This is an optimization exercise on Yosys and OpenROAD, whose aim is a short achievable clock period and few clock cycles, not a production implementation.
Function was checked by simulation only, so behaviour that the tests miss may differ from the original.
Power is estimated from default activity; no workload was simulated.

==> flow/design.v <==
module fde_core (
    input  wire        clk,
    input  wire        rst,            
    input  wire [7:0]  key,            
    output reg  [7:0]  mem_addr,
    output wire        mem_we,
    output wire [15:0] mem_wdata,
    input  wire [15:0] mem_rdata,
    output reg  [15:0] out_data,
    output reg         out_valid,
    output reg  [15:0] disp_data,
    output reg         disp_data_valid,
    output reg  [15:0] disp_ctrl,
    output reg         disp_ctrl_valid,
    output reg         halted,
    output reg  [1:0]  fault,
    output reg  [15:0] fault_info
);
    localparam [1:0] FAULT_NONE        = 2'd0;
    localparam [1:0] FAULT_INVALID_OP  = 2'd1;
    localparam [1:0] FAULT_ADDR_RANGE  = 2'd3;
    localparam [7:0] OP_NOP = 8'h00, OP_LDA = 8'h01, OP_ADD = 8'h02, OP_SUB = 8'h03,
                     OP_STA = 8'h04, OP_LDI = 8'h05, OP_JMP = 8'h06, OP_JC  = 8'h07,
                     OP_JZ  = 8'h08, OP_SHL = 8'h09, OP_SHR = 8'h0A, OP_KEY = 8'h0B,
                     OP_OUT = 8'h0E, OP_HLT = 8'h0F, OP_PSH = 8'h10, OP_POP = 8'h11,
                     OP_CAL = 8'h12, OP_RET = 8'h13, OP_LSP = 8'h14, OP_DSD = 8'h15,
                     OP_DSC = 8'h16;
    reg [7:0]  pc;         
    reg [15:0] reg_a;
    reg [15:0] reg_b;
    reg        carry;
    reg        zero;
    reg [3:0]  sp;
    reg [3:0]  sp_m1;      
    reg        have;       
    reg [7:0]  ir_op;
    reg [7:0]  ir_opd;
    reg d_lda, d_add, d_sub, d_sta, d_psh, d_pop, d_cal, d_ret;
    reg d_jmp, d_jc, d_jz;
    reg d_ldi, d_key, d_shl, d_shr, d_out, d_dsd, d_dsc, d_lsp, d_hlt, d_bad;
    reg post_add, post_sub;
    wire [7:0] f_op = mem_rdata[15:8];
    wire e_dir  = have & (d_lda | d_add | d_sub | d_sta);
    wire e_push = have & (d_psh | d_cal);
    wire e_pop  = have & (d_pop | d_ret);
    wire e_mem  = e_dir | e_push | e_pop;
    wire e_jump = have & (d_jmp | (d_jc & carry) | (d_jz & zero));
    always @* begin
        if (e_dir | e_jump) mem_addr = ir_opd;
        else if (e_push)    mem_addr = {4'hF, sp};
        else if (e_pop)     mem_addr = {4'hF, sp_m1};
        else                mem_addr = pc;
    end
    assign mem_we    = !halted & have & (d_sta | d_psh | d_cal);
    assign mem_wdata = d_cal ? {8'd0, pc} : reg_a;
    wire [16:0] alu_sum  = {1'b0, reg_a} + {1'b0, reg_b};
    wire [16:0] alu_diff = {1'b0, reg_a} - {1'b0, reg_b};
    wire [15:0] alu_res  = post_sub ? alu_diff[15:0] : alu_sum[15:0];
    wire        alu_c    = post_sub ? ~alu_diff[16] : alu_sum[16];
    always @(posedge clk) begin
        if (rst) begin
            pc              <= 8'd0;
            reg_a           <= 16'd0;
            reg_b           <= 16'd0;
            carry           <= 1'b0;
            zero            <= 1'b0;
            sp              <= 4'd0;
            sp_m1           <= 4'hF;
            have            <= 1'b0;
            ir_op           <= 8'd0;
            ir_opd          <= 8'd0;
            {d_lda, d_add, d_sub, d_sta, d_psh, d_pop, d_cal, d_ret} <= 8'd0;
            {d_jmp, d_jc, d_jz} <= 3'd0;
            {d_ldi, d_key, d_shl, d_shr, d_out, d_dsd, d_dsc, d_lsp, d_hlt, d_bad} <= 10'd0;
            post_add        <= 1'b0;
            post_sub        <= 1'b0;
            halted          <= 1'b0;
            fault           <= FAULT_NONE;
            fault_info      <= 16'd0;
            out_data        <= 16'd0;
            out_valid       <= 1'b0;
            disp_data       <= 16'd0;
            disp_data_valid <= 1'b0;
            disp_ctrl       <= 16'd0;
            disp_ctrl_valid <= 1'b0;
        end else begin
            out_valid       <= 1'b0;
            disp_data_valid <= 1'b0;
            disp_ctrl_valid <= 1'b0;
            post_add        <= 1'b0;
            post_sub        <= 1'b0;
            if (!halted) begin
                if (post_add | post_sub) begin
                    reg_a <= alu_res;
                    carry <= alu_c;
                    zero  <= (alu_res == 16'd0);
                end
                if (e_mem) begin
                    have <= 1'b0;
                    if (d_lda) reg_a <= mem_rdata;
                    if (d_add | d_sub) reg_b <= mem_rdata;
                    post_add <= d_add;
                    post_sub <= d_sub;
                    if (d_psh | d_cal) begin
                        sp    <= sp + 4'd1;
                        sp_m1 <= sp;
                    end
                    if (d_cal) pc <= ir_opd;
                    if (d_pop) begin
                        sp    <= sp_m1;
                        sp_m1 <= sp_m1 - 4'd1;
                        reg_a <= mem_rdata;
                    end
                    if (d_ret) begin
                        if (mem_rdata[15:8] != 8'd0) begin
                            halted     <= 1'b1;
                            fault      <= FAULT_ADDR_RANGE;
                            fault_info <= mem_rdata;
                        end else begin
                            sp    <= sp_m1;
                            sp_m1 <= sp_m1 - 4'd1;
                            pc    <= mem_rdata[7:0];
                        end
                    end
                end else begin
                    if (have) begin
                        if (d_ldi) reg_a <= {8'd0, ir_opd};
                        if (d_key) reg_a <= {8'd0, key};
                        if (d_shl) begin
                            reg_a <= {reg_a[14:0], 1'b0};
                            carry <= reg_a[15];
                            zero  <= (reg_a[14:0] == 15'd0);
                        end
                        if (d_shr) begin
                            reg_a <= {1'b0, reg_a[15:1]};
                            carry <= reg_a[0];
                            zero  <= (reg_a[15:1] == 15'd0);
                        end
                        if (d_out) begin
                            out_data  <= reg_a;
                            out_valid <= 1'b1;
                        end
                        if (d_dsd) begin
                            disp_data       <= reg_a;
                            disp_data_valid <= 1'b1;
                        end
                        if (d_dsc) begin
                            disp_ctrl       <= reg_a;
                            disp_ctrl_valid <= 1'b1;
                        end
                        if (d_lsp) begin
                            sp    <= reg_a[3:0];
                            sp_m1 <= reg_a[3:0] - 4'd1;
                        end
                        if (d_hlt) halted <= 1'b1;
                        if (d_bad) begin
                            halted     <= 1'b1;
                            fault      <= FAULT_INVALID_OP;
                            fault_info <= {8'd0, ir_op};
                        end
                    end
                    have   <= 1'b1;
                    pc     <= mem_addr + 8'd1;
                    ir_op  <= f_op;
                    ir_opd <= mem_rdata[7:0];
                    d_lda  <= (f_op == OP_LDA);
                    d_add  <= (f_op == OP_ADD);
                    d_sub  <= (f_op == OP_SUB);
                    d_sta  <= (f_op == OP_STA);
                    d_psh  <= (f_op == OP_PSH);
                    d_pop  <= (f_op == OP_POP);
                    d_cal  <= (f_op == OP_CAL);
                    d_ret  <= (f_op == OP_RET);
                    d_jmp  <= (f_op == OP_JMP);
                    d_jc   <= (f_op == OP_JC);
                    d_jz   <= (f_op == OP_JZ);
                    d_ldi  <= (f_op == OP_LDI);
                    d_key  <= (f_op == OP_KEY);
                    d_shl  <= (f_op == OP_SHL);
                    d_shr  <= (f_op == OP_SHR);
                    d_out  <= (f_op == OP_OUT);
                    d_dsd  <= (f_op == OP_DSD);
                    d_dsc  <= (f_op == OP_DSC);
                    d_lsp  <= (f_op == OP_LSP);
                    d_hlt  <= (f_op == OP_HLT);
                    d_bad  <= (f_op == 8'h0C) | (f_op == 8'h0D) | (f_op > 8'h16);
                end
            end
        end
    end
endmodule
clock: 7.0 ns
lec_check: 0
cap_margin: 20
core_margin: 2
core_utilization: 40
place_density: 0.6
slew_margin: 20
run.sh (not shown) runs the stock make flow with config.mk's settings and CLKGATE_MAP_FILE= SYNTH_SCRIPT=/design/flow/synth_recipe.tcl, a recipe that flattens the netlist after the stock synthesis.
The first run finished with timing, DRC and antenna clean.
Testbench counts at the start, summed over its fixed seeds: cycles 30,075.
Then changed:
--- a/flow/config.mk
+++ b/flow/config.mk
@@ -6,7 +6,9 @@
 export NUM_CORES = 4
 export LEC_CHECK = 0
+export ABC_CLOCK_PERIOD_IN_PS = 2500
 export CAP_MARGIN = 20
 export CORE_MARGIN = 2
 export CORE_UTILIZATION = 40
 export PLACE_DENSITY = 0.6
+export SETUP_SLACK_MARGIN = 4.5
 export SLEW_MARGIN = 20
The changed run finished with timing, DRC and antenna clean. Area after synthesis does not change. Synthesized cell count does not change. Via count rose by about 12%. Clock skew climbs by 7.1 ps. Design area grows by about 22%. Total power went up by about 3%. Worst hold slack barely changes. Count of clock-buffer cells in the layout does not change. Maximum frequency climbs by 20%. Die area does not change.

## static timing again, ports no longer ideal
Ports are ideal in the flow. The routed layouts listed here were re-timed in OpenROAD.
Step 1: set_driving_cell puts a clkbuf_16 on clk and a buf_2 on each other input, an assumption about the parent block.
Step 2 moves the port delays by t, midway between the first and last clock arrival at a register: inputs arrive t later, outputs are due t later. That takes back most of the time a late clock gives input paths.
Three values: ideal ports, drivers, drivers and shift; two values: the first two.
run	t, ns	setup slack, ns	worst setup path at the end	pins driven straight from the clock port
the first run	0.469	2.733 / 2.686 / 2.657	input to register	1
the second run	0.481	3.458 / 3.412 / 3.871	input to register	1
After both steps setup and hold are still met in every run listed. For the first run, which loses most, drivers alone change the setup slack by -0.047 ns; drivers and shift together by -0.076 ns.
